This design comes from an exercise in tuning for small area, a short achievable clock period and few clock cycles on the open sky130 flow, not from production work. Only simulation tests tie the RTL to the original design; equivalence was not proved. Power and IR drop assume default switching activity.

$ cat flow/config.mk
export PLATFORM = sky130hd
export DESIGN_NAME = rq_core
export DESIGN_NICKNAME = rq_core
export VERILOG_FILES = /design/flow/design.v
export SDC_FILE = /design/flow/constraint.sdc
export NUM_CORES = 4
export LEC_CHECK = 0
export CAP_MARGIN = 20
export CORE_MARGIN = 2
export CORE_UTILIZATION = 40
export SLEW_MARGIN = 20
$ cat flow/constraint.sdc
create_clock -name core_clock -period 12.0 [get_ports {clk}]
set_input_delay 2.4000 -clock core_clock [delete_from_list [all_inputs] [get_ports {clk}]]
set_output_delay 2.4000 -clock core_clock [all_outputs]
set_load 0.01 [all_outputs]
$ cat flow/design.v
module rq_qnt_pre (
    input  wire [31:0] w,
    output wire [24:0] k         
);
    wire        s = w[31];
    wire [7:0]  e = w[30:23];
    wire [22:0] f = w[22:0];
    wire brw   = {f[6:0], 1'b0} < {f[21:15], f[14:0] != 15'd0};
    wire exact = (e == 8'd127 && f[21:0] == 22'd0) || (e == 8'd126 && f == 23'd0);
    wire nan   = (e == 8'd255) && (f != 23'd0);
    wire big   = e[7];                       
    wire tiny  = ~e[7] & ~(e[6:4] == 3'b111) & ~(e[6:0] == 7'h6f);   
    wire [1:0]  cls = (nan | tiny) ? 2'b01 : big ? 2'b10 : 2'b00;
    wire        xb  = brw | (s & exact);
    wire [16:0] y0  = {1'b1, f[22:7]} - {15'd1, f[22]};
    wire [16:0] y1  = {1'b1, f[22:7]} - {14'd0, f[22], ~f[22], ~f[22]};
    wire [16:0] y   = xb ? y1 : y0;
    wire [4:0]  a   = {~e[4], ~e[3:0]};      
    assign k = {s, cls, a, y};
endmodule
module rq_qnt (
    input  wire [24:0] k,
    output wire [15:0] q
);
    wire        s     = k[24];
    wire [1:0]  cls   = k[23:22];
    wire [4:0]  a     = k[21:17];
    wire [16:0] y     = k[16:0];
    wire [17:0] xs  = {s, y ^ {17{s}}};
    wire [17:0] t   = $signed(xs) >>> a;
    wire [17:0] u   = t + 18'd1;
    wire        ovf = u[17] ^ u[16];
    assign q = cls[0]         ? 16'h0000 :
               (cls[1] | ovf) ? {s, {15{~s}}} : u[16:1];
endmodule
module rq_core (
    input  wire        clk,
    input  wire        rst,         
    input  wire        cmd_valid,
    output wire        cmd_ready,
    input  wire [31:0] cmd_data,
    output reg         out_valid,
    output reg  [15:0] out_data
);
    localparam [1:0] ST_UNCONF = 2'd0, ST_READY = 2'd1, ST_ERROR = 2'd2;
    localparam [2:0] C_CFG_TARGET = 3'd1, C_CFG_RATES = 3'd2,
                     C_PROTOCOL   = 3'd3, C_ILLEGAL   = 3'd4;
    localparam integer P_HDR   = 0,    
                       P_CFG   = 1,    
                       P_PRATE = 2,    
                       P_DIV   = 3,    
                       P_CHK   = 4,    
                       P_EMIT0 = 5,    
                       P_EMIT1 = 6,    
                       P_SAMP  = 7,    
                       P_DROP  = 8;    
    reg [1:0]  state;
    reg [2:0]  cause;
    reg [30:0] trate;         
    reg [8:0]  ph;            
    reg        rdy;           
    reg        is_err;        
    reg        pflag;         
    reg        first;         
    reg [32:0] rreg;          
    reg [23:0] remain;        
    reg [23:0] qr;            
    reg        qz;            
    reg [4:0]  cnt;           
    reg        cz;            
    reg [32:0] acc;           
    reg        s1v, s2v;
    reg [31:0] s1;
    reg [24:0] s2;
    assign cmd_ready = rdy;
    wire       hs   = cmd_valid & rdy;
    wire [7:0] op   = cmd_data[31:24];
    wire [23:0] len = cmd_data[23:0];
    wire [24:0] kq;
    wire [15:0] q;
    rq_qnt_pre u_pre (.w(s1), .k(kq));
    rq_qnt     u_qnt (.k(s2), .q(q));
    wire        samp  = ph[P_SAMP] | ph[P_EMIT1];
    wire        bit_n = qr[23];
    wire        cina  = ~first;
    wire [33:0] sa2   = {acc, 1'b1} + {~rreg, cina};
    wire [32:0] sum_a = sa2[33:1];
    wire        a_neg = sum_a[32];
    wire        x_zero = ph[P_PRATE] | ph[P_CHK] | first;
    wire        x_dbl  = ph[P_DIV] & ~first;
    wire [32:0] x_b    = x_zero ? 33'd0 : x_dbl ? {acc[31:0], 1'b0} : acc;
    wire        z_sub  = ph[P_EMIT0] | samp;
    wire        z_t    = ph[P_PRATE] | ph[P_CHK] | (ph[P_DIV] & bit_n & ~cz);
    wire [32:0] z_b    = z_sub ? ~{1'b0, trate, 1'b0} : z_t ? {2'b0, trate} : 33'd0;
    wire [33:0] sb2    = {x_b, 1'b1} + {z_b, z_sub};
    wire [32:0] sum_b  = sb2[33:1];
    wire        pick = acc[32] & ~qz;
    wire        rbad = rreg[31] | ~a_neg;    
    wire        ge   = ~a_neg;               
    wire        h_stop  = (cmd_data == 32'h0300_0000);
    wire        h_cfg   = (cmd_data == 32'h0100_0000);
    wire        h_proc  = (op == 8'h02);
    wire        len_small = (len[23:9] == 15'd0);
    wire        hdr_ill = ~h_stop & ~h_cfg & ~h_proc & (state != ST_ERROR);
    wire        t_bad   = cmd_data[31] | (cmd_data == 32'd0);
    wire        samp_hs = samp & hs;
    wire        e0_go   = ph[P_EMIT0] & ~s1v & ~s2v;    
    wire        acc_a   = (ph[P_DIV] & ~first & ge) | (samp_hs & pick);
    wire        acc_en  = acc_a | ph[P_PRATE] | ph[P_DIV] | ph[P_CHK] | e0_go | samp_hs;
    wire        qr_ld     = ph[P_HDR];
    wire        qr_inc_en = (ph[P_DIV] & ~first & ge) | (ph[P_CHK] & ge);
    wire        qr_shl    = ph[P_DIV] & (first | ~ge) & ~cz;
    wire        qr_dec_en = samp_hs & pick;
    wire [23:0] qr_inc = qr + 24'd1;
    wire [23:0] qr_dec = qr - 24'd1;
    wire        qr_one = (qr == 24'd1);
    wire [23:0] rm_dec = remain - 24'd1;
    wire        rm_one = (remain == 24'd1);
    wire        rm_z   = (remain == 24'd0);
    reg [8:0]  nph;
    always @* begin
        nph = ph;
        if (hs & (ph[P_SAMP] | ph[P_DROP] | ph[P_EMIT1]) & rm_one) begin
            nph = 9'd0; nph[P_HDR] = 1'b1;
        end else if (ph[P_EMIT1]) begin
            nph = 9'd0;
            if (rm_z | (is_err & ~pflag)) nph[P_HDR]  = 1'b1;
            else if (is_err)              nph[P_DROP] = 1'b1;
            else                          nph[P_SAMP] = 1'b1;
        end else if (ph[P_HDR] & hs) begin
            nph = 9'd0;
            if (h_cfg)        nph[P_CFG]   = 1'b1;
            else if (h_proc)  nph[P_PRATE] = 1'b1;
            else if (hdr_ill) nph[P_EMIT0] = 1'b1;
            else              nph[P_HDR]   = 1'b1;
        end else if (ph[P_CFG] & hs) begin
            nph = 9'd0;
            if (state == ST_ERROR)                   nph[P_HDR]   = 1'b1;
            else if (state == ST_READY || t_bad)     nph[P_EMIT0] = 1'b1;
            else                                     nph[P_HDR]   = 1'b1;
        end else if (ph[P_PRATE] & hs) begin
            nph = 9'd0;
            if (state == ST_ERROR)       nph[rm_z ? P_HDR : P_DROP] = 1'b1;
            else if (state == ST_UNCONF) nph[P_EMIT0] = 1'b1;
            else                         nph[P_DIV]   = 1'b1;
        end else if (ph[P_DIV]) begin
            if (first ? rbad : (!ge && cz)) begin
                nph = 9'd0;
                nph[first ? P_EMIT0 : P_CHK] = 1'b1;
            end
        end else if (ph[P_CHK]) begin
            nph = 9'd0; nph[P_EMIT0] = 1'b1;
        end else if (e0_go) begin
            nph = 9'd0; nph[P_EMIT1] = 1'b1;
        end
    end
    always @(posedge clk) begin
        s1 <= cmd_data;
        s2 <= kq;
        out_data <= ph[P_EMIT0] ? (is_err ? 16'he000 : {8'h10, qr[23:16]}) :
                    ph[P_EMIT1] ? (is_err ? {13'd0, cause} : qr[15:0]) : q;
        if (ph[P_CFG]) trate <= cmd_data[30:0];
        if (ph[P_HDR]) remain <= len;
        else if ((samp | ph[P_DROP]) & hs) remain <= rm_dec;
        if (acc_en) acc <= acc_a ? sum_a : sum_b;
        if (qr_ld | qr_inc_en | qr_shl | qr_dec_en)
            qr <= qr_ld ? (len_small ? {len[8:0], 15'd0} : len) :
                  qr_inc_en ? qr_inc : qr_shl ? {qr[22:0], 1'b0} : qr_dec;
        if (qr_ld) begin
            cnt <= len_small ? 5'd9 : 5'd24;
            cz  <= 1'b0;
        end else if (qr_shl) begin
            cnt <= cnt - 5'd1;
            cz  <= (cnt == 5'd1);
        end
        if (ph[P_PRATE]) rreg <= {cmd_data[31], cmd_data};
        else if (e0_go)  rreg <= {sum_a[31:0], 1'b0};        
        if (e0_go) qz <= (qr == 24'd0);
        else if (qr_dec_en) qz <= qr_one;
        if (ph[P_HDR]) pflag <= 1'b0;
        else if (ph[P_PRATE]) pflag <= 1'b1;
        if (rst) begin
            state     <= ST_UNCONF;
            cause     <= 3'd0;
            ph        <= 9'd1;
            rdy       <= 1'b1;
            out_valid <= 1'b0;
            s1v       <= 1'b0;
            s2v       <= 1'b0;
            first     <= 1'b0;
        end else begin
            ph        <= nph;
            rdy       <= nph[P_HDR] | nph[P_CFG] | nph[P_PRATE] | nph[P_SAMP] | nph[P_DROP] |
                         (nph[P_EMIT1] & ~is_err & ~rm_z);
            s1v       <= samp_hs & pick;
            s2v       <= s1v;
            out_valid <= s2v | e0_go | ph[P_EMIT1];
            if (ph[P_PRATE] & hs) first <= (state == ST_READY);
            else if (ph[P_DIV]) first <= 1'b0;
            if (ph[P_HDR] & hs) begin
                if (h_stop) begin
                    state <= ST_UNCONF;
                    cause <= 3'd0;
                end else if (hdr_ill) begin
                    state  <= ST_ERROR;
                    cause  <= C_ILLEGAL;
                    is_err <= 1'b1;
                end
            end
            if (ph[P_CFG] & hs & (state != ST_ERROR)) begin
                if (state == ST_READY) begin
                    state  <= ST_ERROR;
                    cause  <= C_PROTOCOL;
                    is_err <= 1'b1;
                end else if (t_bad) begin
                    state  <= ST_ERROR;
                    cause  <= C_CFG_TARGET;
                    is_err <= 1'b1;
                end else begin
                    state <= ST_READY;
                end
            end
            if (ph[P_PRATE] & hs) begin
                if (state == ST_UNCONF) begin
                    state  <= ST_ERROR;
                    cause  <= C_PROTOCOL;
                    is_err <= 1'b1;
                end else if (state == ST_READY) begin
                    is_err <= 1'b0;
                end
            end
            if (ph[P_DIV] & first & rbad) begin
                state  <= ST_ERROR;
                cause  <= C_CFG_RATES;
                is_err <= 1'b1;
            end
        end
    end
endmodule
$ cat flow/flow/run.sh
#!/bin/bash
# Standard layout, with timing repair aimed below the clock period:
# repair_timing works to a setup slack of SETUP_SLACK_MARGIN ns.
set -euo pipefail
export SETUP_SLACK_MARGIN=8
bash standard.sh > standard_flow.log 2>&1
$ cat flow/standard.sh
#!/bin/bash
# synth_recipe.tcl (not shown) runs the flow's synth.tcl, then flattens the netlist and writes it again
# the make line also repeats each setting of config.mk as NAME=value (left out here)
make -C /OpenROAD-flow-scripts/flow DESIGN_CONFIG=/design/flow/config.mk WORK_HOME=/design/flow/orfs CLKGATE_MAP_FILE= SYNTH_SCRIPT=/design/flow/synth_recipe.tcl "${@:-finish}"
==> results of run 1 <==
cells in the final DEF (no fill, tap or decap), drive strengths merged, types with 30 or more instances in the layout:
cell type,instances
inv,89
ha,85
xnor2,86
a21oi,110
o22ai,36
mux2i,34
edfxtp,152
nor3,70
clkbuf,59
nand3,46
nor2,164
o21ai,162
xor2,53
buf,96
dfxtp,94
nand2,217
a21o,30
state kept, by name, summed over array words and instances (netlist names), 2 cells and up:
register  count
out_data     16
ph            9
acc          33
state         2
trate        31
s1           32
rreg         33
cause         3
qr           24
s2           25
remain       24
cnt           5
area by class of cell:
class,count,share of cell area (%)
inverter,90,1.656
tap,585,3.523
sequential,246,31.17
multi-input combinational,1534,52.17
timing repair buffer,136,6.408
clock inverter,10,0.5059
clock buffer,46,4.571
worst max path at each step:
stage / start / endpoint
finish: cmd_data[30] / rdy
global route: cmd_data[30] / rdy
CTS: cmd_data[30] / rdy
detailed placement: cmd_data[10] / rdy
global placement: cmd_data[10] / rdy
floorplan: cmd_valid / qr[0]
metal layers:
layer	wire length (um)	vias to the layer above	global-route usage, %
li1	-	7432	-
met5	0	-	0
met2	26000	642	39.15
met1	25840	7706	35.19
met4	1325	0	5.932
met3	4171	86	2.883
stage by stage:
stage          setup slack [ns]  std cells
3_3_place_gp              6.342       2530
2_1_floorplan             7.672       1982
4_1_cts                   7.973       2612
6_report                  7.958       2647
5_1_grt                   7.885       2647
3_5_place_dp              6.316       2530
critical path, cell delays in order:
cell and delay [ns]:
buf_8 0.10, or4_4 0.53, nor3_4 0.24, and4_4 0.32, and3_4 0.19, o21ai_2 0.07
o21ai_2 0.10, o221ai_1 0.16, a22o_1 0.23, nand4b_1 0.16
repair_timing:
| item | CTS | global route |
|---|---|---|
| pin swaps | 24 | 53 |
| resized for setup | 156 | 163 |
| endpoints found under the setup margin | 112 | 109 |
| endpoints found under the hold margin | 0 | 0 |
| cloned | 3 | 4 |
| setup buffers | 23 | 31 |
report_power, final:
part / internal (uW) / switching (uW) / leakage (uW)
clock: 586 / 383 / 0.000521
sequential: 1290 / 247 / 0.00225
combinational: 1260 / 1730 / 0.00524
total: 3140 / 2360 / 0.00801
cell families after synthesis:
family,Yosys count,synth area share [%]
flip-flops,246,36.99
adder cells (fa/ha/maj),87,6.333
XOR/XNOR,139,6.986
buffers and inverters,202,4.889
multiplexers,63,4.825
AND/OR/NAND/NOR,683,18.83
AO/OA/AOI/OAI,562,21.15
==> results.toml, run 1 <==
[detailed_routing]
detail-route-antenna-nets = 0
vias_per_cell = 5.994
drtPass1Iterations = 7
wl_per_cell_um = 21.66
remaining_drc_errors = 0
wl_um = 57340
drtIter0Drc = 1648
num_vias = 15866

[power]
p_leak_uw = 0.008007
irDropWorstVdd_mv = 0.2238
p_total_uw = 5493
power.density_nw_per_um2 = 264.4

[die]
fp-row-count = 76
core_area_um2 = 43080
dieWidth_um = 212.7
dieArea_um2 = 45250
ios = 53
die_y_um = 212.7
start_util_pct = 40.46

[placed_design]
gp_congestion = 0.9342
port_buffers = 52
place_area_um2 = 18410
dp_hpwl_um = 39700

[worst_setup_path]
cp.arrival_ns = 4.49
r2r-end = "qr[20]"
worstSetupPathType = "in2reg"
startpoint_type = "input port"
r2r_slack_ns = 8.08
end_kind = "flop"
worstRegToRegCells = 14
critPathMaxFanout = 3
rr_startpoint = "acc[1]"
worstPathRequired_ns = 12.45

[timing]
finalSetupTns_ns = 0
report.final.slew_viol_count = 0
fin_skew_ns = 0.01476
period_minus_slack_ns = 4.042
finalSetupViolCount = 0
period_share_pct = 33.69
worst_pin_slew_ns = 1.078
rsz0062_at_grt = "true"
hold_viol = 0
max_slew_margin_pct = 28.13
clock.fmax_ghz = 0.2474
timing.hold.ws_ns = 0.3550

[yosys]
avgSynthCellArea_um2 = 8.792
syn_nets = 2104
ys.flop_type = "edfxtp_1"
synth_edf_count = 152
yosys.cell_types.count = 94
synth.top_cells.by_count = "nand2_1 (217), nor2_1 (163), o21ai_0 (161), edfxtp_1 (152), a21oi_1 (108)"
synthTopCellsByArea = "edfxtp_1 (26%), dfxtp_1 (11%), ha_1 (6.1%), nand2_1 (4.7%), o21ai_0 (4.6%)"
ys_async_sr_fraction_pct = 0
yosysMostFrequentCell = "nand2_1"
yosysTopAreaCell = "edfxtp_1"
syn_inst = 1982
ys_ff_latch = 246
yosysWarnings = 1
yosys.area.top_type_share_pct = 26.19
synth_area_um2 = 17430
synth_seq_area_share_pct = 36.99

[final_layout]
fillers = 4063
stdcell_area_um2 = 20780
fin_util_pct = 48.23
nNetsFinal = 2160
regArea_um2 = 6475
antenna_cells = 0
multi_input_area_um2 = 10840
area_growth_pct = 19.22
layout-drive-gt1-share_pct = 16.54

[global_route]
grt_pass1_vias = 14801
grt_pass1_wl_um = 86260
grtUsageTotal_pct = 24.45
grt_overflow = 0
grt_antenna_before_repair = 0
grt_max_degree = 73

[clock_network]
cts_made_buffers = 30
htreeDepth = 1
clkLatencyLatePin_ns = 0.59
clockBufferDepth = 3
cts_hold_buf = 0
clk_pin_slew_ns = 0.06
cts_tree = "yes"
cts.sinks = 246
cts-root-buf = "clkbuf_16"

[min_path]
whs_path_depth = 0
hp-start = "s1[31]"
hold_end = "s2[24]"
hold_path_class = "reg2reg"

[run]
drv_cap = 0

[outcome]
status = "timing/DRC/antenna clean"
Testbench counts, summed over its fixed seeds: cycles 77,367.
==> run 2: changes to the inputs <==
==> flow/flow/run.sh (replaced) <==
#!/bin/bash
# Standard layout, with timing repair aimed below the clock period:
# repair_timing works to a setup slack of SETUP_SLACK_MARGIN ns.
set -euo pipefail
export SETUP_SLACK_MARGIN=8.6
bash standard.sh > standard_flow.log 2>&1
--- a/flow/config.mk
+++ b/flow/config.mk
@@ -7,5 +7,6 @@
 export LEC_CHECK = 0
 export CAP_MARGIN = 20
 export CORE_MARGIN = 2
-export CORE_UTILIZATION = 40
+export CORE_UTILIZATION = 50
+export CTS_BUF_LIST = sky130_fd_sc_hd__clkbuf_4 sky130_fd_sc_hd__clkbuf_8
 export SLEW_MARGIN = 20
==> run 2 against run 1 <==
Net effect: hold slack gained 0.025 ns; die area shrank 20%; critical path depth rose by 2; worst setup slack worse by 0.094 ns; synthesized cell count unchanged; highest routed layer unchanged.
==> results.toml, run 2 <==
[die]
fp-row-count = 68
dieArea_um2 = 36360
die_y_um = 190.7
dieWidth_um = 190.7
ios = 53
core_area_um2 = 34460
start_util_pct = 50.57

[yosys]
syn_nets = 2104
yosys.cell_types.count = 94
avgSynthCellArea_um2 = 8.792
yosysMostFrequentCell = "nand2_1"
synth_seq_area_share_pct = 36.99
yosysTopAreaCell = "edfxtp_1"
ys_ff_latch = 246
synthTopCellsByArea = "edfxtp_1 (26%), dfxtp_1 (11%), ha_1 (6.1%), nand2_1 (4.7%), o21ai_0 (4.6%)"
synth.top_cells.by_count = "nand2_1 (217), nor2_1 (163), o21ai_0 (161), edfxtp_1 (152), a21oi_1 (108)"
yosys.area.top_type_share_pct = 26.19
ys.flop_type = "edfxtp_1"
synth_area_um2 = 17430
syn_inst = 1982
yosysWarnings = 1
synth_edf_count = 152
ys_async_sr_fraction_pct = 0

[power]
p_clk_share_pct = 14.4
pwr-share-seq_pct = 24.6
p_sw_uw = 2803
irDropWorstVdd_mv = 0.1835
power.density_nw_per_um2 = 265.4
p_sw_share_pct = 44.57
internal_power_uw = 3485
p_leak_uw = 0.009362
p_comb_share_pct = 61.0

[clock_network]
htreeDepth = 2
cts_tree = "yes"
clockBufferDepth = 3
cts.sinks = 246
clkLatencyLatePin_ns = 0.64
clk_pin_slew_ns = 0.06
cts_made_buffers = 44
cts-root-buf = "clkbuf_8"

[worst_setup_path]
end_kind = "flop"
critPathMaxFanout = 3
r2r_slack_ns = 8.05
r2r-end = "acc[29]"
rr_startpoint = "ph[3]"
path_cells = "buf_8 -> or4_4 -> nor3_4 -> and4_4 -> and3_4 -> o21ai_4 -> o21ai_2 -> buf_4 -> or2_4 -> a311oi_2 -> a21oi_1 -> o31a_1"
worstPathRequired_ns = 12.54
worstSetupPathType = "in2reg"
startpoint_type = "input port"
critPathSlowestCell = "or4_4"
cp.arrival_ns = 4.68
slowest_delay_ns = 0.53
worstRegToRegCells = 22

[global_route]
grt_pass1_wl_um = 98140
grt_overflow = 0
grt_max_degree = 58
grt_antenna_before_repair = 1
grtUsageTotal_pct = 35.62
grt_pass1_vias = 16376

[detailed_routing]
remaining_drc_errors = 0
wl_um = 67110
num_vias = 17435
detail-route-antenna-nets = 0
drtIter0Drc = 1842
vias_per_cell = 6.489
drtPass1Iterations = 6
wl_per_cell_um = 24.98

[final_layout]
layout_common_cells = "nand2_1 (177), edfxtp_1 (152), nor2_1 (143), buf_4 (137), o21ai_0 (108)"
fin_util_pct = 68.77
antenna_cells = 0
layout-drive-gt1-share_pct = 33.11
nNetsFinal = 2320
area_growth_pct = 35.97
final_common_cell = "nand2_1"
top_regs = "acc: 33 flops, rreg: 33 flops, s1: 32 flops"

[run]
drv_cap = 0

[placed_design]
dp_hpwl_um = 40830
gp_congestion = 0.9086
port_buffers = 52

[timing]
finalSetupViolCount = 0
fin_skew_ns = 0.05187
period_share_pct = 34.47
clock.fmax_ghz = 0.2417
rsz0062_at_grt = "true"
worst_pin_slew_ns = 0.9244
finalSetupTns_ns = 0
max_slew_margin_pct = 38.25
hold_viol = 0
period_minus_slack_ns = 4.137
timing.hold.ws_ns = 0.3797
report.final.slew_viol_count = 0

[min_path]
hold_end = "s2[20]"
whs_path_depth = 1
hold_path_class = "reg2reg"
hp-start = "s1[26]"

[outcome]
status = "timing/DRC/antenna clean"
[run 2: cell counts after synthesis]
Identical to the previous run, type by type.
[run 2: area by class of cell]
cell class	count	area, um2
clock buffers	69	855.8
clock inverters	11	141.4
fillers	2669	10760
inverters	90	361.6
multi-input cells	1535	12130
flip-flops and latches	246	6523
well taps	455	569.3
repair buffers	281	3118
[run 2: critical path, delay by kind of cell]
family / cells / cell delay [ns]
simple gates: 5 / 1.49
buf+inv: 2 / 0.26
compound gates: 5 / 0.52
[run 2: worst max-delay path by stage]
stage	startpoint	endpoint	slack [ns]
after global placement	cmd_data[11]	rdy	6.21
after floorplan	cmd_valid	qr[0]	7.67
after global routing	cmd_data[31]	ph[5]	7.87
final	cmd_data[31]	ph[5]	7.86
after detailed placement	cmd_data[11]	rdy	6.22
after CTS	cmd_data[31]	rdy	7.95
[run 2: cells by family (layout without fill, tap and decap cells)]
kind of cell | count (synthesis) | in the layout | synth area share [%]
adders and majority gates | 87 | 87 | 6.333
xor gates and xnor gates | 139 | 139 | 6.986
AOI/OAI and AO/OA | 562 | 562 | 21.15
muxes | 63 | 63 | 4.825
DFF | 246 | 246 | 36.99
and+or+nand+nor | 683 | 684 | 18.83
buffers and inverters | 202 | 451 | 4.889
[run 2: layer usage]
layer	wire (um)	track usage, %	vias to the layer above
met5	0	0	-
met2	29570	54.48	995
li1	-	-	7773
met4	3353	14.70	0
met3	6995	6.754	240
met1	27190	49.47	8427
[run 2: power by group through the flow]
stage / registers [uW] / clock network, uW / logic (uW)
floorplan: 1420 / 0 / 2020
global placement: 1540 / 0 / 2580
detailed placement: 1540 / 0 / 2600
CTS: 1530 / 913 / 3350
global route: 1570 / 944 / 4100
finish: 1550 / 904 / 3840
[run 2: stage by stage]
step	setup slack (ns)	power, uW	std cells	area, um2
after floorplan	7.672	3431	1982	17750
after global placement	6.212	4119	2396	18380
after detailed placement	6.216	4148	2396	18380
after CTS	7.949	5793	2640	22520
after global routing	7.871	6621	2687	23700
final	7.863	6288	2687	23700
[run 2: repair_timing]
action / CTS / global route
gates resized for setup: 542 / 198
setup endpoints to repair: 187 / 154
hold buffers: 0 / 0
pin swaps: 149 / 115
setup buffers: 139 / 45
gates cloned: 25 / 2
==> run 3: changes to the inputs <==
==> flow/flow/run.sh (replaced) <==
#!/bin/bash
# Standard layout, with timing repair aimed below the clock period:
# repair_timing works to a setup slack of SETUP_SLACK_MARGIN ns.
set -euo pipefail
export SETUP_SLACK_MARGIN=7.7
bash standard.sh > standard_flow.log 2>&1
--- a/flow/config.mk
+++ b/flow/config.mk
@@ -7,6 +7,6 @@
 export LEC_CHECK = 0
 export CAP_MARGIN = 20
 export CORE_MARGIN = 2
-export CORE_UTILIZATION = 50
+export CORE_UTILIZATION = 60
 export CTS_BUF_LIST = sky130_fd_sc_hd__clkbuf_4 sky130_fd_sc_hd__clkbuf_8
 export SLEW_MARGIN = 20
==> run 3 against run 2 <==
Net effect: cell count decreased by 9.6%; sequential cell count stayed put; clock power is 6.1% lower; sequential share of layout area grew 5.6 points; wire length is 19% lower; count of clock-buffer cells in the layout is 4 lower; critical path type unchanged; largest power group unchanged.
==> results.toml, run 3 <==
[die]
ios = 53
dieArea_um2 = 30420
dieWidth_um = 174.4
start_util_pct = 60.88
die_y_um = 174.4
core_area_um2 = 28630
fp-row-count = 62

[detailed_routing]
num_vias = 15970
wl_per_cell_um = 22.50
vias_per_cell = 6.575
wl_um = 54650
drtPass1Iterations = 6
drtIter0Drc = 1782
remaining_drc_errors = 0
detail-route-antenna-nets = 0

[global_route]
grtUsageTotal_pct = 35.00
grt_max_degree = 73
grt_overflow = 0
grt_pass1_vias = 14967
grt_pass1_wl_um = 83860
grt_antenna_before_repair = 1

[clock_network]
clk_pin_slew_ns = 0.06
cts_made_buffers = 44
cts-root-buf = "clkbuf_8"
clockBufferDepth = 3
htreeDepth = 2
cts.sinks = 246
cts_tree = "yes"
clkLatencyLatePin_ns = 0.60

[timing]
finalSetupViolCount = 0
clock.fmax_ghz = 0.2348
worst_pin_slew_ns = 1.051
rsz0062_at_grt = "true"
setup_slack_ns = 7.741
report.final.slew_viol_count = 0
max_slew_margin_pct = 29.97
fin_skew_ns = 0.04181
period_share_pct = 35.49
period_minus_slack_ns = 4.259
hold_viol = 0
finalSetupTns_ns = 0

[power]
p_leak_uw = 0.007645
power.density_nw_per_um2 = 262.1
irDropWorstVdd_mv = 0.2210

[final_layout]
top_regs = "acc: 33 flops, rreg: 33 flops, s1: 32 flops"
layout-drive-gt1-share_pct = 11.64
final_common_cell = "nand2_1"
layout_common_cells = "nand2_1 (216), nor2_1 (162), o21ai_0 (156), edfxtp_1 (152), a21oi_1 (106)"
nNetsFinal = 2131
area_growth_pct = 11.83

[outcome]
status = "timing/DRC/antenna clean"

[min_path]
hold_path_class = "reg2reg"
hold_end = "s2[24]"
whs_path_depth = 0
hp-start = "s1[31]"

[worst_setup_path]
r2r_slack_ns = 7.83
path_delay_family = "simple AND/OR/NAND/NOR gates"
startpoint_type = "input port"
cp_num_buf_inv = 1
critPathSlowestCell = "or4_4"
slowest_delay_ns = 0.56
worstPathRequired_ns = 12.43
cp_common_cell = "o21ai_2"
worstSetupPathType = "in2reg"
r2r-end = "acc[32]"
rr_startpoint = "first"
cp.arrival_ns = 4.69
path_depth = 10
end_kind = "flop"
path_cells = "clkdlybuf4s15_1 -> or4_4 -> nor3_4 -> and4_4 -> and3_4 -> o21ai_2 -> o21ai_2 -> o221ai_2 -> a22o_1 -> nand4b_1"
worstRegToRegCells = 16
critPathMaxFanout = 4

[yosys]
ys_ff_latch = 246
ys_async_sr_fraction_pct = 0
yosysMostFrequentCell = "nand2_1"
syn_nets = 2104
synth_area_um2 = 17430
synth.top_cells.by_count = "nand2_1 (217), nor2_1 (163), o21ai_0 (161), edfxtp_1 (152), a21oi_1 (108)"
synthTopCellsByArea = "edfxtp_1 (26%), dfxtp_1 (11%), ha_1 (6.1%), nand2_1 (4.7%), o21ai_0 (4.6%)"
yosys.area.top_type_share_pct = 26.19
avgSynthCellArea_um2 = 8.792
yosysWarnings = 1
synth_edf_count = 152
yosys.cell_types.count = 94
syn_inst = 1982
synth_seq_area_share_pct = 36.99
ys.flop_type = "edfxtp_1"
yosysTopAreaCell = "edfxtp_1"

[placed_design]
gp_congestion = 0.9858
port_buffers = 52
post-place-ws_ns = 6.360
dp_hpwl_um = 39060

[run]
drv_cap = 0
[run 3: cell counts after synthesis]
No cell type changed its count.
[run 3: through the flow]
stage	total power (uW)	cell area [um2]	hold slack [ns]	instances	util, %
2_1_floorplan	3402	17480	0.3308	1982	-
5_1_grt	5431	19490	0.3778	2428	68.07
3_5_place_dp	4102	18130	0.3608	2328	63.33
4_1_cts	4988	19210	0.3651	2413	67.10
6_report	5108	19490	0.3623	2429	68.08
3_3_place_gp	4040	18130	0.3644	2328	63.33
[run 3: worst max-delay path by stage]
stage                      start  endpoint  slack (ns)
global route               first   acc[32]        7.60
finish              cmd_data[30]       rdy        7.74
floorplan              cmd_valid     qr[0]        7.67
detailed placement  cmd_data[17]       rdy        6.36
global placement    cmd_data[17]       rdy        6.42
CTS                        ph[3]   acc[32]        7.69
[run 3: cells by family after synthesis]
kind of cell             after synthesis  synth area share, %
buffers and inverters                202                4.889
flip-flops                           246                36.99
multiplexers                          63                4.825
AO/OA/AOI/OAI                        562                21.15
AND/OR/NAND/NOR                      683                18.83
XOR/XNOR                             139                6.986
adder cells (fa/ha/maj)               87                6.333
[run 3: timing repair]
item                       4_1_cts  5_1_grt
cloned                           1        3
pin swaps                        5       17
hold buffers                     0        0
buffers inserted                 3       12
setup endpoints to repair       60       77
resized for setup               56       55
[run 3: final cells by class]
cell class | count | area, um2
multi-input combinational | 1536 | 10410
antenna | 1 | 2.502
sequential | 246 | 6462
fill | 2369 | 9136
inverter | 90 | 337.8
clock inverter | 16 | 142.6
tap | 384 | 480.5
clock buffer | 65 | 807.0
timing repair buffer | 91 | 849.6
[run 3: where the power goes]
group	switching [uW]	internal (uW)	total, uW
combinational	1650	1070	2710
sequential	256	1290	1550
clock	371	479	849
total	2270	2830	5110
[run 3: routing by layer]
layer  share of wire, %  track usage [%]  wire length (um)
met2                 44            53.13             24020
met4                3.7            13.10              2002
met3                 10            5.512              5523
met1                 42            50.44             23110
met5                  0                0                 0
==> run 4: changes to the inputs <==
==> flow/flow/run.sh (replaced) <==
#!/bin/bash
# Standard layout, with timing repair aimed below the clock period:
# repair_timing works to a setup slack of SETUP_SLACK_MARGIN ns.
set -euo pipefail
export SETUP_SLACK_MARGIN=8
bash standard.sh > standard_flow.log 2>&1
--- a/flow/config.mk
+++ b/flow/config.mk
@@ -9,4 +9,5 @@
 export CORE_MARGIN = 2
 export CORE_UTILIZATION = 60
 export CTS_BUF_LIST = sky130_fd_sc_hd__clkbuf_4 sky130_fd_sc_hd__clkbuf_8
+export CTS_CLUSTER_SIZE = 25
 export SLEW_MARGIN = 20
==> run 4 against run 3 <==
Net effect: still clean; global-route usage up 0.19 points; register-to-register slack better by 0.29 ns; total power up 2.5%; sequential power about the same; synthesized area unchanged; hold slack better by 0.020 ns; via count up 0.76%; sequential cell count unchanged; critical path type unchanged; largest cell class unchanged; largest power group unchanged.
==> results.toml, run 4 <==
[yosys]
synth_seq_area_share_pct = 36.99
yosysWarnings = 1
synth.top_cells.by_count = "nand2_1 (217), nor2_1 (163), o21ai_0 (161), edfxtp_1 (152), a21oi_1 (108)"
synth_area_um2 = 17430
avgSynthCellArea_um2 = 8.792
syn_inst = 1982
yosysMostFrequentCell = "nand2_1"
syn_nets = 2104
yosys.cell_types.count = 94
ys_ff_latch = 246
ys.flop_type = "edfxtp_1"
synth_edf_count = 152
synthTopCellsByArea = "edfxtp_1 (26%), dfxtp_1 (11%), ha_1 (6.1%), nand2_1 (4.7%), o21ai_0 (4.6%)"
ys_async_sr_fraction_pct = 0
yosysTopAreaCell = "edfxtp_1"
yosys.area.top_type_share_pct = 26.19

[die]
fp-row-count = 62
start_util_pct = 60.88
dieArea_um2 = 30420
dieWidth_um = 174.4
core_area_um2 = 28630
die_y_um = 174.4
ios = 53

[global_route]
grt_pass1_wl_um = 83860
grt_antenna_before_repair = 1
grt_overflow = 0
grt_max_degree = 70
grtUsageTotal_pct = 35.18
grt_pass1_vias = 14836

[detailed_routing]
detail-route-antenna-nets = 0
wl_per_cell_um = 22.53
remaining_drc_errors = 0
num_vias = 16091
wl_um = 55240
vias_per_cell = 6.562
drtPass1Iterations = 6
drtIter0Drc = 1874

[final_layout]
layout_common_cells = "nand2_1 (212), nor2_1 (159), o21ai_0 (152), edfxtp_1 (152), a21oi_1 (103)"
top_regs = "acc: 33 flops, rreg: 33 flops, s1: 32 flops"
final_common_cell = "nand2_1"
nNetsFinal = 2153
layout-drive-gt1-share_pct = 15.23
final_cells = 2452
stdcell_area_um2 = 20110
area_growth_pct = 15.38
antenna_cells = 0

[worst_setup_path]
cp.arrival_ns = 4.57
startpoint = "cmd_data[7]"
rr_startpoint = "acc[1]"
end_kind = "flop"
startpoint_type = "input port"
critPathMaxFanout = 6
worstPathRequired_ns = 12.44
worstSetupPathType = "in2reg"

[power]
p_total_uw = 5236
irDropWorstVdd_mv = 0.2144
power.density_nw_per_um2 = 260.4
p_leak_uw = 0.007894

[clock_network]
clkLatencyLatePin_ns = 0.59
clk_pin_slew_ns = 0.06
htreeDepth = 2
cts-root-buf = "clkbuf_8"
cts_tree = "yes"
cts.sinks = 246
cts_made_buffers = 45
clockBufferDepth = 3

[timing]
finalSetupViolCount = 0
fin_skew_ns = 0.05401
period_share_pct = 34.36
timing.hold.ws_ns = 0.3822
period_minus_slack_ns = 4.123
rsz0062_at_grt = "true"
report.final.slew_viol_count = 0
max_slew_margin_pct = 28.98
hold_viol = 0
finalSetupTns_ns = 0
clock.fmax_ghz = 0.2425
worst_pin_slew_ns = 1.065

[min_path]
hp-start = "s1[25]"
hold_path_class = "reg2reg"

[placed_design]
dpl.cell_count = 2328
dp_hpwl_um = 39520
gp_congestion = 0.9759
port_buffers = 52
place_area_um2 = 18150

[outcome]
status = "timing/DRC/antenna clean"

[run]
drv_cap = 0
## run 4: layout make-up
type / instances / area [um2]
Fill cell: 2291 / 8518
Clock inverter: 12 / 95.09
Clock buffer: 72 / 897.1
Tap cell: 384 / 480.5
Sequential cell: 246 / 6484
Timing Repair Buffer: 114 / 1110
Inverter: 90 / 337.8
Multi-Input combinational cell: 1534 / 10700
## run 4: layer usage
layer	vias to the layer above	part of all wire [%]	track usage (%)
met5	-	0.024	0
met4	2	4.0	14.22
met3	142	10	8.290
met2	853	44	53.11
met1	7676	42	48.78
li1	7418	-	-
## run 4: cell families (layout without fill, tap and decap cells)
kind of cell | after synthesis | in the layout | share of synthesized area [%]
AO/OA/AOI/OAI | 562 | 562 | 21.15
AND/OR/NAND/NOR | 683 | 683 | 18.83
flip-flops | 246 | 246 | 36.99
adder cells (fa/ha/maj) | 87 | 87 | 6.333
XOR/XNOR | 139 | 139 | 6.986
buffers and inverters | 202 | 288 | 4.889
multiplexers | 63 | 63 | 4.825
## run 4: final timing paths
kind | cells after the start | slack (ns) | to
max | 10 | 7.88 | rdy
max reg2reg | 13 | 8.12 | qr[16]
min | 1 | 0.38 | s2[19]
min reg2reg | 1 | 0.38 | s2[19]
## run 4: stage by stage
step	util, %	setup slack (ns)
2_1_floorplan	-	7.672
3_3_place_gp	63.40	6.504
3_5_place_dp	63.40	6.434
4_1_cts	68.09	7.895
5_1_grt	70.24	7.840
6_report	70.24	7.877
## run 4: repair_timing
| action | in CTS | in global routing |
|---|---|---|
| setup endpoints to repair | 102 | 81 |
| hold buffers | 0 | 0 |
| setup buffers | 12 | 25 |
| resized for setup | 127 | 101 |
| cloned | 1 | 2 |
| pin swaps | 18 | 43 |
## run 4: where the power goes
part	switching (uW)	total (uW)	leakage, uW	internal, uW
combinational	1680	2820	0.00512	1150
sequential	246	1540	0.00225	1290
clock	380	878	0.000528	498
## run 4: critical path, cell delays in order
cell and delay (ns):
clkdlybuf4s15_2 0.25, or4_4 0.53, nor3_4 0.16, and4_4 0.31
and3_4 0.20, o21ai_4 0.07, o21ai_4 0.10, o221ai_2 0.11
a22o_1 0.26, nand4b_1 0.16
==> run 5: changes to the inputs <==
--- a/flow/config.mk
+++ b/flow/config.mk
@@ -7,7 +7,6 @@
 export LEC_CHECK = 0
 export CAP_MARGIN = 20
 export CORE_MARGIN = 2
-export CORE_UTILIZATION = 60
+export CORE_UTILIZATION = 50
 export CTS_BUF_LIST = sky130_fd_sc_hd__clkbuf_4 sky130_fd_sc_hd__clkbuf_8
-export CTS_CLUSTER_SIZE = 25
 export SLEW_MARGIN = 20
==> run 5 against run 4 <==
Net effect: worst setup slack improved by 0.11 ns; register-to-register slack lost 0.02 ns; sequential share of layout area decreased by 0.65 points; sequential power barely moved; critical endpoint unchanged; critical path depth is the same; maximum frequency grew 2.8%; global-route usage decreased by 3.9 points.
==> results.toml, run 5 <==
[global_route]
grtUsageTotal_pct = 31.32
grt_pass1_wl_um = 87850
grt_antenna_before_repair = 1
grt_pass1_vias = 14878
grt_max_degree = 63
grt_overflow = 0

[final_layout]
final_common_cell = "nand2_1"
area_growth_pct = 17.71
layout-drive-gt1-share_pct = 16.81
regArea_um2 = 6481
layout_common_cells = "nand2_1 (210), nor2_1 (156), edfxtp_1 (152), o21ai_0 (144), a21oi_1 (102)"
fillers = 3116
final_cells = 2550
stdcell_area_um2 = 20510
multi_input_area_um2 = 10770
nNetsFinal = 2182
top_regs = "acc: 33 flops, rreg: 33 flops, s1: 32 flops"

[run]
drv_cap = 0

[min_path]
hp-start = "s1[31]"
hold_path_class = "reg2reg"

[yosys]
ys_ff_latch = 246
yosys.area.top_type_share_pct = 26.19
synth_area_um2 = 17430
ys.flop_type = "edfxtp_1"
yosysTopAreaCell = "edfxtp_1"
yosys.cell_types.count = 94
synth.top_cells.by_count = "nand2_1 (217), nor2_1 (163), o21ai_0 (161), edfxtp_1 (152), a21oi_1 (108)"
synthTopCellsByArea = "edfxtp_1 (26%), dfxtp_1 (11%), ha_1 (6.1%), nand2_1 (4.7%), o21ai_0 (4.6%)"
yosysWarnings = 1
avgSynthCellArea_um2 = 8.792
ys_async_sr_fraction_pct = 0
synth_seq_area_share_pct = 36.99
yosysMostFrequentCell = "nand2_1"
syn_nets = 2104
syn_inst = 1982
synth_edf_count = 152

[clock_network]
clk_pin_slew_ns = 0.06
cts_made_buffers = 45
cts-root-buf = "clkbuf_8"
clockBufferDepth = 3
htreeDepth = 2
cts.sinks = 246
clkLatencyLatePin_ns = 0.64
cts_tree = "yes"

[power]
p_leak_uw = 0.008035
power.density_nw_per_um2 = 261.1
p_total_uw = 5355
irDropWorstVdd_mv = 0.1776

[placed_design]
port_buffers = 52
gp_congestion = 0.9554
dpl.cell_count = 2399
dp_hpwl_um = 40510
place_area_um2 = 18240

[worst_setup_path]
startpoint_type = "input port"
worstPathRequired_ns = 12.48
cp.arrival_ns = 4.50
end_kind = "flop"
critPathMaxFanout = 3
rr_startpoint = "ph[4]"
startpoint = "cmd_data[28]"
worstSetupPathType = "in2reg"

[timing]
report.final.slew_viol_count = 0
max_slew_margin_pct = 28.78
hold_viol = 0
worst_pin_slew_ns = 1.068
finalSetupTns_ns = 0
clock.fmax_ghz = 0.2492
finalSetupViolCount = 0
rsz0062_at_grt = "true"
period_share_pct = 33.44
timing.hold.ws_ns = 0.3647
period_minus_slack_ns = 4.012
fin_skew_ns = 0.03278

[die]
fp-row-count = 68
dieArea_um2 = 36360
start_util_pct = 50.57
ios = 53
dieWidth_um = 190.7
die_y_um = 190.7
core_area_um2 = 34460

[detailed_routing]
num_vias = 16038
wl_um = 58630
detail-route-antenna-nets = 0
vias_per_cell = 6.289
remaining_drc_errors = 0
drtPass1Iterations = 5
wl_per_cell_um = 22.99
drtIter0Drc = 1578

[outcome]
status = "timing/DRC/antenna clean"
run 5: cell count changes in the layout (fill, tap and decap cells not counted), sizes merged, moves of 2 or more:
cell	delta
clkbuf	-5
buf	+28
clkdlybuf4s15	-2
dlymetal6s2s	+3
clkinv	+5
dlygate4sd2	-3
run 5: path summary, 6_finish.rpt:
path | endpoint | slack, ns | depth (start not counted)
worst min register to register | s2[24] | 0.36 | 0
worst max-delay path | rdy | 7.99 | 10
worst max register to register | acc[25] | 8.10 | 15
worst min-delay path | s2[24] | 0.36 | 0
run 5: power breakdown:
part / internal, uW / switching, uW / total [uW]
clock: 442 / 399 / 841
combinational: 1230 / 1750 / 2980
sequential: 1290 / 244 / 1530
total: 2960 / 2390 / 5350
run 5: final cells by class:
class,instances,share of cell area (%)
multi-input cells,1535,52.49
flip-flops and latches,246,31.60
repair buffers,142,6.996
clock buffers,66,4.001
well taps,455,2.775
inverters,90,1.677
clock inverters,15,0.4453
diodes,1,0.01220
run 5: per-layer routing:
layer  vias to the layer above  track usage, %  wire [um]
li1                       7490               -          -
met1                      7731           45.53      26400
met2                       700           46.85      25270
met3                       117           4.987       4888
met4                         0           11.45       2080
met5                         -               0          0
run 5: worst max-delay path, stage by stage:
cell	delay [ns]
buf_8	0.10
or4_4	0.54
nor3_4	0.25
and4_4	0.31
and3_4	0.20
o21ai_4	0.06
o21ai_4	0.10
o221ai_2	0.11
a22o_1	0.25
nand4b_1	0.17
run 5: stage by stage:
| step | setup slack [ns] | utilization, % |
|---|---|---|
| CTS | 7.947 | 57.13 |
| global route | 7.917 | 59.52 |
| detailed placement | 6.383 | 52.93 |
| global placement | 6.376 | 52.93 |
| finish | 7.988 | 59.53 |
| floorplan | 7.672 | - |
run 5: repair_timing:
| action | 4_1_cts | 5_1_grt |
|---|---|---|
| hold buffers | 0 | 0 |
| setup buffers | 17 | 43 |
| pin swaps | 28 | 55 |
| cloned | 3 | 6 |
| gates resized for setup | 148 | 121 |
| hold endpoints to repair | 0 | 0 |
| setup endpoints to repair | 105 | 86 |
run 5: logic make-up (layout without fill, tap and decap cells):
group / Yosys count / count (layout) / share of synthesized area [%]
AO/OA/AOI/OAI: 562 / 563 / 21.15
XOR/XNOR: 139 / 139 / 6.986
adder cells (fa/ha/maj): 87 / 87 / 6.333
buffers and inverters: 202 / 313 / 4.889
flip-flops: 246 / 246 / 36.99
multiplexers: 63 / 63 / 4.825
other: 0 / 1 / 0
AND/OR/NAND/NOR: 683 / 683 / 18.83
==> run 6: changes to the inputs <==
--- a/flow/design.v
+++ b/flow/design.v
@@ -157,7 +157,7 @@
     always @(posedge clk) begin
         s1 <= cmd_data;
         s2 <= kq;
-        out_data <= ph[P_EMIT0] ? (is_err ? 16'he000 : {8'h10, qr[23:16]}) :
+        out_data <= e0_go       ? (is_err ? 16'he000 : {8'h10, qr[23:16]}) :
                     ph[P_EMIT1] ? (is_err ? {13'd0, cause} : qr[15:0]) : q;
         if (ph[P_CFG]) trate <= cmd_data[30:0];
         if (ph[P_HDR]) remain <= len;
--- a/flow/config.mk
+++ b/flow/config.mk
@@ -5,6 +5,7 @@
 export SDC_FILE = /design/flow/constraint.sdc
 export NUM_CORES = 4
 export LEC_CHECK = 0
+export ABC_AREA = 1
 export CAP_MARGIN = 20
 export CORE_MARGIN = 2
 export CORE_UTILIZATION = 50
==> run 6 against run 5 <==
Net effect: combinational power is 13% higher; highest routed layer unchanged; die area rose by 0.31%; via count is 5.3% higher; design area down 3.3%; still clean; non-clock buffer count down 56; first-iteration DRC count down 4.4%; clock skew grew 0.013 ns; worst setup slack improved by 0.080 ns.
==> results.toml, run 6 <==
[yosys]
synthTopCellsByArea = "edfxtp_1 (26%), nand2_1 (12%), dfxtp_1 (11%), nand3_1 (6.2%), ha_1 (6.1%)"
avgSynthCellArea_um2 = 7.288
yosys.cell_types.count = 58
ys_ff_latch = 246
syn_inst = 2399
yosys.area.top_type_share_pct = 26.11
yosysTopAreaCell = "edfxtp_1"
ys_async_sr_fraction_pct = 0
syn_nets = 2521
yosysWarnings = 1
ys.flop_type = "edfxtp_1"
synth_area_um2 = 17480
synth_edf_count = 152
synth_seq_area_share_pct = 36.87
yosysMostFrequentCell = "nand2_1"
synth.top_cells.by_count = "nand2_1 (567), inv_1 (261), nand3_1 (215), nor2_1 (213), o21ai_0 (203)"

[detailed_routing]
detail-route-antenna-nets = 0
num_vias = 16887
drtIter0Drc = 1508
remaining_drc_errors = 0
vias_per_cell = 5.722
wl_per_cell_um = 19.70
wl_um = 58150
drtPass1Iterations = 5

[worst_setup_path]
end_kind = "output pin"
r2r_slack_ns = 8.23
path_delay_family = "buffers and inverters"
slowest_delay_ns = 0.56
cp_num_buf_inv = 1
critPathMaxFanout = 2
r2r-end = "acc[31]"
cp.arrival_ns = 1.53
rr_startpoint = "first"
path_depth = 1
worstPathRequired_ns = 9.60
worstRegToRegCells = 18
startpoint = "rdy"
critPathSlowestCell = "clkdlybuf4s50_1"
crit_path_end = "cmd_ready"
path_cells = "clkdlybuf4s50_1"
worstSetupPathType = "reg2out"
startpoint_type = "flop"

[clock_network]
cts-root-buf = "clkbuf_8"
clockBufferDepth = 3
htreeDepth = 2
cts.sinks = 246
cts_hold_buf = 0
clkLatencyLatePin_ns = 0.64
clk_pin_slew_ns = 0.06
cts_made_buffers = 46
cts_tree = "yes"

[global_route]
grt_pass1_vias = 16126
grtUsageTotal_pct = 32.00
grt_max_degree = 64
grt_overflow = 0
grt_antenna_before_repair = 0
grt_pass1_wl_um = 89600

[timing]
finalSetupTns_ns = 0
period_minus_slack_ns = 3.933
rsz0062_at_grt = "true"
report.final.slew_viol_count = 0
hold_viol = 0
max_slew_margin_pct = 38.44
finalSetupViolCount = 0
setup_slack_ns = 8.067
worst_pin_slew_ns = 0.9200
fin_skew_ns = 0.04546
clock.fmax_ghz = 0.2543
period_share_pct = 32.77

[final_layout]
fin_util_pct = 57.55
layout-drive-gt1-share_pct = 9.054
final_common_cell = "nand2_1"
layout_common_cells = "nand2_1 (562), inv_1 (253), nand3_1 (215), nor2_1 (206), o21ai_0 (201)"
area_growth_pct = 13.43
nNetsFinal = 2580
top_regs = "acc: 33 flops, rreg: 33 flops, s1: 32 flops"
antenna_cells = 0

[die]
start_util_pct = 50.74
ios = 53
core_area_um2 = 34460
fp-row-count = 68
dieArea_um2 = 36480
dieWidth_um = 191.0
die_y_um = 191.0

[placed_design]
gp_congestion = 0.9558
port_buffers = 52
post-place-ws_ns = 6.946
dp_hpwl_um = 43370

[run]
drv_cap = 0

[power]
irDropWorstVdd_mv = 0.2089
p_leak_uw = 0.008940
power.density_nw_per_um2 = 302.2

[outcome]
status = "timing/DRC/antenna clean"

[min_path]
hold_path_class = "reg2reg"
[run 6: changes by cell type after synthesis, moves of 44 or more]
cell and delta:
nand3_1 +169, a21oi_1 +44, xnor2_1 -52, nand2_1 +350, nor2_1 +50, inv_1 +172
[run 6: metal layers]
layer,GRT usage (%),routed length (um),up-vias
met1,46.02,26300,7873
li1,-,-,8211
met2,48.94,25110,695
met3,4.975,4981,108
met5,0,0,-
met4,10.64,1751,0
[run 6: through the flow]
step | instance area, um2 | total power, uW | hold WS, ns | cells
final | 19830 | 5992 | 0.3519 | 2951
after global routing | 19830 | 6469 | 0.3641 | 2951
after CTS | 19550 | 5903 | 0.3550 | 2939
after detailed placement | 18310 | 4929 | 0.3444 | 2841
after global placement | 18310 | 4915 | 0.3435 | 2841
after floorplan | 17480 | 3972 | 0.3311 | 2399
[run 6: final cells by class]
class                           instances  area [um2]
Clock buffer                           73       917.1
Timing Repair inverter                  3       21.27
Multi-Input combinational cell       1798        9822
Sequential cell                       246        6456
Fill cell                            3301       14630
Inverter                              277        1082
Tap cell                              455       569.3
Timing Repair Buffer                   86       829.5
Clock inverter                         13       132.6
[run 6: where the power goes]
| part | internal, uW | switching (uW) |
|---|---|---|
| Combinational | 1130 | 2240 |
| Clock | 533 | 396 |
| Sequential | 1420 | 270 |
| Total | 3080 | 2910 |
[run 6: cells by family (layout without fill, tap and decap cells)]
logic type | after synthesis | count (layout) | share of synthesized area [%]
flip-flops | 246 | 246 | 36.87
AO/OA/AOI/OAI | 456 | 456 | 14.38
XOR/XNOR | 127 | 127 | 6.362
AND/OR/NAND/NOR | 1128 | 1128 | 28.03
adder cells (fa/ha/maj) | 87 | 87 | 6.312
buffers and inverters | 355 | 452 | 8.044
[run 6: worst min path at each step]
stage | depth (start not counted) | endpoint | from
after floorplan | 0 | s2[24] | s1[31]
after global placement | 0 | s2[24] | s1[31]
after detailed placement | 0 | s2[24] | s1[31]
after CTS | 0 | s2[24] | s1[31]
after global routing | 0 | s2[24] | s1[31]
final | 0 | s2[24] | s1[31]
[run 6: timing repair]
action / in CTS / in global routing
endpoints found under the setup margin: 61 / 68
pin swaps: 1 / 8
setup buffers: 10 / 11
cloned: 2 / 1
resized for setup: 44 / 71
Testbench counts of run 6, summed over its fixed seeds: cycles 77,367.
==> run 7: changes to the inputs <==
--- a/flow/config.mk
+++ b/flow/config.mk
@@ -5,9 +5,9 @@
 export SDC_FILE = /design/flow/constraint.sdc
 export NUM_CORES = 4
 export LEC_CHECK = 0
-export ABC_AREA = 1
 export CAP_MARGIN = 20
 export CORE_MARGIN = 2
 export CORE_UTILIZATION = 50
 export CTS_BUF_LIST = sky130_fd_sc_hd__clkbuf_4 sky130_fd_sc_hd__clkbuf_8
 export SLEW_MARGIN = 20
+export TNS_END_PERCENT = 5
==> run 7 against run 6 <==
Net effect: cell count is 13% lower; largest cell class unchanged; highest routed layer is now met5; clock skew is 0.0020 ns lower; sequential cell count stayed put; combinational power is 17% lower.
==> results.toml, run 7 <==
[outcome]
status = "timing/DRC/antenna clean"

[yosys]
yosys.area.top_type_share_pct = 26.13
yosys.cell_types.count = 88
synth_seq_area_share_pct = 36.90
ys.flop_type = "edfxtp_1"
ys_async_sr_fraction_pct = 0
synthTopCellsByArea = "edfxtp_1 (26%), dfxtp_1 (11%), ha_1 (6.1%), nand2_1 (4.8%), o21ai_0 (4.6%)"
syn_nets = 2130
synth_edf_count = 152
avgSynthCellArea_um2 = 8.700
ys_ff_latch = 246
yosysWarnings = 1
yosysMostFrequentCell = "nand2_1"
yosysTopAreaCell = "edfxtp_1"
synth.top_cells.by_count = "nand2_1 (224), nor2_1 (166), o21ai_0 (159), edfxtp_1 (152), a21oi_1 (122)"
synth_area_um2 = 17470
syn_inst = 2008

[detailed_routing]
drtIter0Drc = 1587
detail-route-antenna-nets = 0
wl_per_cell_um = 22.80
wl_um = 58340
drtPass1Iterations = 6
remaining_drc_errors = 0
met1_length_um = 26510
wl_met2_um = 25500
dr_wl_met3_um = 4567
top_layer = "met5"
num_vias = 16071
vias_per_cell = 6.280

[worst_setup_path]
r2r_slack_ns = 8.02
cp.arrival_ns = 4.48
startpoint_type = "input port"
worstPathRequired_ns = 12.49
worstSetupPathType = "in2reg"
critPathMaxFanout = 8
end_kind = "flop"

[global_route]
grt_antenna_before_repair = 2
grt_max_degree = 71
grt_pass1_wl_um = 89000
grtUsageTotal_pct = 31.76
grt_pass1_vias = 15059
grt_overflow = 0

[timing]
clock.fmax_ghz = 0.2503
hold_viol = 0
finalSetupTns_ns = 0
period_minus_slack_ns = 3.995
finalSetupViolCount = 0
fin_skew_ns = 0.04342
report.final.slew_viol_count = 0
period_share_pct = 33.29
max_slew_margin_pct = 31.00
worst_pin_slew_ns = 1.035
rsz0062_at_grt = "true"
timing.hold.ws_ns = 0.3516

[final_layout]
top_regs = "acc: 33 flops, rreg: 33 flops, s1: 32 flops"
area_growth_pct = 16.64
nNetsFinal = 2190
final_common_cell = "nand2_1"
fin_util_pct = 59.14
stdcell_area_um2 = 20380
layout-drive-gt1-share_pct = 15.26
layout_common_cells = "nand2_1 (216), nor2_1 (159), edfxtp_1 (152), o21ai_0 (148), a21oi_1 (115)"

[placed_design]
place_area_um2 = 18370
gp_congestion = 0.9280
port_buffers = 52
dp_hpwl_um = 40430

[die]
dieArea_um2 = 36450
die_y_um = 190.9
ios = 53
dieWidth_um = 190.9
fp-row-count = 68
start_util_pct = 50.70
core_area_um2 = 34460

[clock_network]
clkLatencyLatePin_ns = 0.63
clockBufferDepth = 3
clk_pin_slew_ns = 0.06
cts-root-buf = "clkbuf_8"
cts_tree = "yes"
cts_made_buffers = 45
cts.sinks = 246
htreeDepth = 2
cts_hold_buf = 0

[power]
power.density_nw_per_um2 = 260.0
p_total_uw = 5297
irDropWorstVdd_mv = 0.2001
p_leak_uw = 0.007939

[run]
drv_cap = 0

[min_path]
hold_path_class = "reg2reg"
## run 7: through the flow
step                      worst slack [ns]  instances
final                                8.005       2559
after global routing                 7.873       2558
after CTS                            7.907       2534
after detailed placement             6.484       2426
after global placement               6.589       2426
after floorplan                      7.668       2008
## run 7: timing repair
item | in CTS | in global routing
buffers inserted | 23 | 21
cloned | 3 | 2
resized for setup | 127 | 89
endpoints found under the setup margin | 128 | 109
endpoints found under the hold margin | 0 | 0
pin swaps | 29 | 35
## run 7: worst max-delay path, stage by stage
cell and delay (ns):
clkdlybuf4s50_1 0.52, and2_4 0.22, o31ai_1 0.19, nand3_1 0.21, nor2_1 0.05, nor2_1 0.10, o21ai_0 0.07, nand2_1 0.08
o21ai_0 0.09, or4_1 0.53
## run 7: path summary, 6_finish.rpt
path                            startpoint  endpoint  depth (start not counted)
worst max-delay path             cmd_valid       rdy                         10
worst min-delay path                s1[31]    s2[24]                          0
worst min register to register      s1[31]    s2[24]                          0
worst max register to register       ph[3]   acc[32]                         20
## run 7: area by class of cell
class	count	area [um2]
antenna	1	2.502
clock buffer	65	832.0
clock inverter	17	244.0
fill	3104	14080
inverter	95	365.4
multi-input combinational	1559	10720
sequential	246	6466
tap	455	569.3
timing repair buffer	121	1179
## run 7: cells by family after synthesis
group / synth area share (%)
muxes: 4.412
adders and majority gates: 6.317
buffers and inverters: 4.698
and+or+nand+nor: 19.37
AOI/OAI and AO/OA: 21.54
xor gates and xnor gates: 6.768
DFF: 36.90
## run 7: power breakdown
group          internal, uW  leakage [uW]  total [uW]  switching [uW]
clock                   578      0.000563         975             397
combinational          1130       0.00514        2800            1670
sequential             1290       0.00224        1530             236
## run 7: routing by layer
metal,vias to the layer above,GRT usage [%]
met5,-,0
met4,2,10.14
met3,109,5.710
met2,672,48.20
met1,7734,45.78
li1,7554,-
==> run 8: changes to the inputs <==
--- a/flow/config.mk
+++ b/flow/config.mk
@@ -5,6 +5,7 @@
 export SDC_FILE = /design/flow/constraint.sdc
 export NUM_CORES = 4
 export LEC_CHECK = 0
+export ABC_AREA = 1
 export CAP_MARGIN = 20
 export CORE_MARGIN = 2
 export CORE_UTILIZATION = 50
==> run 8 against run 7 <==
Net effect: clock power down 4.7%; hold slack improved by 0.0019 ns; via count grew 4.7%; cell count up 15%; synthesized area about the same; still clean; maximum frequency decreased by 0.64%; wire length is 0.71% lower; synthesized cell count up 19%; register-to-register slack better by 0.07 ns; highest routed layer is now met4.
==> results.toml, run 8 <==
[final_layout]
antenna_cells = 0
nNetsFinal = 2575
top_regs = "acc: 33 flops, rreg: 33 flops, s1: 32 flops"
fillers = 3310
final_common_cell = "nand2_1"
layout_common_cells = "nand2_1 (563), inv_1 (252), nand3_1 (215), nor2_1 (206), o21ai_0 (201)"
area_growth_pct = 13.10
stdcell_area_um2 = 19770
layout-drive-gt1-share_pct = 8.912
fin_util_pct = 57.38

[die]
dieArea_um2 = 36480
ios = 53
start_util_pct = 50.74
dieWidth_um = 191.0
core_area_um2 = 34460
die_y_um = 191.0
fp-row-count = 68

[yosys]
ys_async_sr_fraction_pct = 0
synthXorXnorAreaFrac_pct = 6.362
syn_nets = 2521
synthTopCellsByArea = "edfxtp_1 (26%), nand2_1 (12%), dfxtp_1 (11%), nand3_1 (6.2%), ha_1 (6.1%)"
ys.flop_type = "edfxtp_1"
ys_ff_latch = 246
synth_top_family_by_area = "simple AND/OR/NAND/NOR gates"
yosysWarnings = 1
synth_edf_count = 152
synth_mux_area_share_pct = 0
yosys.area.top_type_share_pct = 26.11
yosysTopAreaCell = "edfxtp_1"
synth.top_cells.by_count = "nand2_1 (567), inv_1 (261), nand3_1 (215), nor2_1 (213), o21ai_0 (203)"
synth_area_um2 = 17480
synth_seq_area_share_pct = 36.87
yosys.cell_types.count = 58
synth_compound_area_share_pct = 14.38
synth_fa_ha_area_share_pct = 6.312
avgSynthCellArea_um2 = 7.288
syn_inst = 2399
yosysMostFrequentCell = "nand2_1"
synth-simple-area-share_pct = 28.03

[timing]
fin_skew_ns = 0.05158
max_slew_margin_pct = 38.27
clock.fmax_ghz = 0.2487
hold_viol = 0
period_share_pct = 33.50
report.final.slew_viol_count = 0
worst_pin_slew_ns = 0.9225
timing.hold.ws_ns = 0.3535
rsz0062_at_grt = "true"
finalSetupTns_ns = 0
finalSetupViolCount = 0
period_minus_slack_ns = 4.020

[worst_setup_path]
path_delay_family = "buffers and inverters"
critPathSlowestCell = "clkdlybuf4s50_1"
startpoint_type = "flop"
cp.arrival_ns = 1.62
path_cells = "clkdlybuf4s50_1"
worstPathRequired_ns = 9.60
slowest_delay_ns = 0.59
cp_num_buf_inv = 1
end_kind = "output pin"
critPathMaxFanout = 2
worstSetupPathType = "reg2out"

[run]
drv_cap = 0

[detailed_routing]
remaining_drc_errors = 0
wl_per_cell_um = 19.66
vias_per_cell = 5.710
drtPass1Iterations = 6
num_vias = 16821
drtIter0Drc = 1467
wl_um = 57920
detail-route-antenna-nets = 0

[global_route]
grtUsageTotal_pct = 31.89
grt_antenna_before_repair = 0
grt_pass1_vias = 16086
grt_max_degree = 64
grt_overflow = 0
grt_pass1_wl_um = 89330

[clock_network]
clkLatencyLatePin_ns = 0.65
cts.sinks = 246
cts_tree = "yes"
htreeDepth = 2
cts-root-buf = "clkbuf_8"
cts_made_buffers = 46
clk_pin_slew_ns = 0.06
cts_hold_buf = 0
clockBufferDepth = 3

[power]
irDropWorstVdd_mv = 0.2086
p_leak_uw = 0.008937
power.density_nw_per_um2 = 303.0

[placed_design]
port_buffers = 52
dp_hpwl_um = 43370
place_area_um2 = 18310
gp_congestion = 0.9558

[min_path]
hold_path_class = "reg2reg"

[outcome]
status = "timing/DRC/antenna clean"
==> run 8: cell types whose count changed after synthesis, sizes merged, moves of 20 or more <==
cell    previous run  this run
inv               92       271
clkbuf            85        54
nor2             167       223
xor2              48        93
a21oi            122       153
nand2            225       581
mux2i             23         0
a21o              47         6
a211oi            24         4
o21ai            169       220
xnor2             87        34
nand3             52       226
o22ai             44        15
==> run 8: timing repair <==
action / in CTS / in global routing
pin swaps: 0 / 8
setup buffers: 3 / 14
resized for setup: 33 / 83
setup endpoints to repair: 61 / 70
gates cloned: 1 / 1
==> run 8: worst paths after layout <==
check / startpoint / endpoint / slack [ns] / cells past startpoint
max: rdy / cmd_ready / 7.98 / 1
min: s1[31] / s2[24] / 0.35 / 0
max reg2reg: acc[7] / qr[11] / 8.09 / 17
min reg2reg: s1[31] / s2[24] / 0.35 / 0
==> run 8: kinds of logic (layout without fill, tap and decap cells) <==
group	Yosys count	after routing
adders and majority gates	87	87
and+or+nand+nor	1128	1128
AOI/OAI and AO/OA	456	456
DFF	246	246
buffers and inverters	355	447
xor gates and xnor gates	127	127
==> run 8: layout make-up <==
class / count / area [um2] / area share, %
multi-input cells: 1798 / 9802 / 49.57
flip-flops and latches: 246 / 6454 / 32.64
inverters: 277 / 1077 / 5.448
clock buffers: 73 / 917.1 / 4.638
repair buffers: 82 / 804.5 / 4.069
well taps: 455 / 569.3 / 2.879
clock inverters: 13 / 132.6 / 0.6708
repair inverters: 2 / 16.27 / 0.08226
==> run 8: power breakdown <==
group | switching [uW] | internal [uW]
registers | 268 | 1420
clock network | 396 | 533
logic | 2240 | 1130
==> run 8: per-layer routing <==
metal	GRT usage, %	vias up	wire (um)
li1	-	8205	-
met1	46.18	7806	26650
met3	4.516	113	4549
met5	0	-	0
met4	10.82	0	1789
met2	48.61	697	24940
==> run 8: stage by stage <==
step                instances  total power [uW]  setup WS (ns)
global route             2946              6469          7.944
detailed placement       2841              4929          6.946
floorplan                2399              3972          8.012
CTS                      2931              5900          7.908
global placement         2841              4915          7.055
finish                   2946              5992          7.980

## static timing again, ports no longer ideal
The flow's constraints put no driver on any port. The routed layouts listed below were extracted and timed again, unchanged, in two steps.
Step 1 (the two cells are an assumption about what drives the block):
set clk [get_ports {clk}]
set_driving_cell -lib_cell sky130_fd_sc_hd__clkbuf_16 $clk
set_driving_cell -lib_cell sky130_fd_sc_hd__buf_2 [delete_from_list [all_inputs] $clk]
Step 2 adds t to the input delays and takes it off the output delays; t is the mean of the earliest and latest rising clock arrival at the registers after step 1. Input paths then give back, and output paths get back, about the clock's delay inside the block.
Three values: ideal, step 1, step 2; two values: the first two.
| run | shift t [ns] | setup slack, ns | hold WS [ns] | latest minus earliest clock arrival (ns) |
|---|---|---|---|---|
| run 1 | 0.639 | 7.958 / 7.968 / 7.329 | 0.355 / 0.355 / 0.355 | 0.015 / 0.015 |
| run 2 | 0.665 | 7.863 / 7.872 / 7.207 | 0.380 / 0.380 / 0.380 | 0.052 / 0.052 |
| run 3 | 0.629 | 7.741 / 7.769 / 7.140 | 0.362 / 0.362 / 0.362 | 0.042 / 0.043 |
| run 4 | 0.615 | 7.877 / 7.901 / 7.286 | 0.382 / 0.382 / 0.382 | 0.054 / 0.054 |
| run 5 | 0.679 | 7.988 / 7.974 / 7.295 | 0.365 / 0.365 / 0.365 | 0.033 / 0.033 |
| run 6 | 0.666 | 8.067 / 8.018 / 7.442 | 0.352 / 0.352 / 0.352 | 0.047 / 0.047 |
| run 7 | 0.655 | 8.005 / 7.974 / 7.359 | 0.352 / 0.352 / 0.352 | 0.043 / 0.043 |
| run 8 | 0.669 | 7.980 / 7.930 / 7.375 | 0.353 / 0.353 / 0.353 | 0.053 / 0.053 |
After both steps setup and hold are still met in every run listed. For run 5, which loses most, drivers alone change the setup slack by -0.014 ns; drivers and shift together by -0.693 ns.
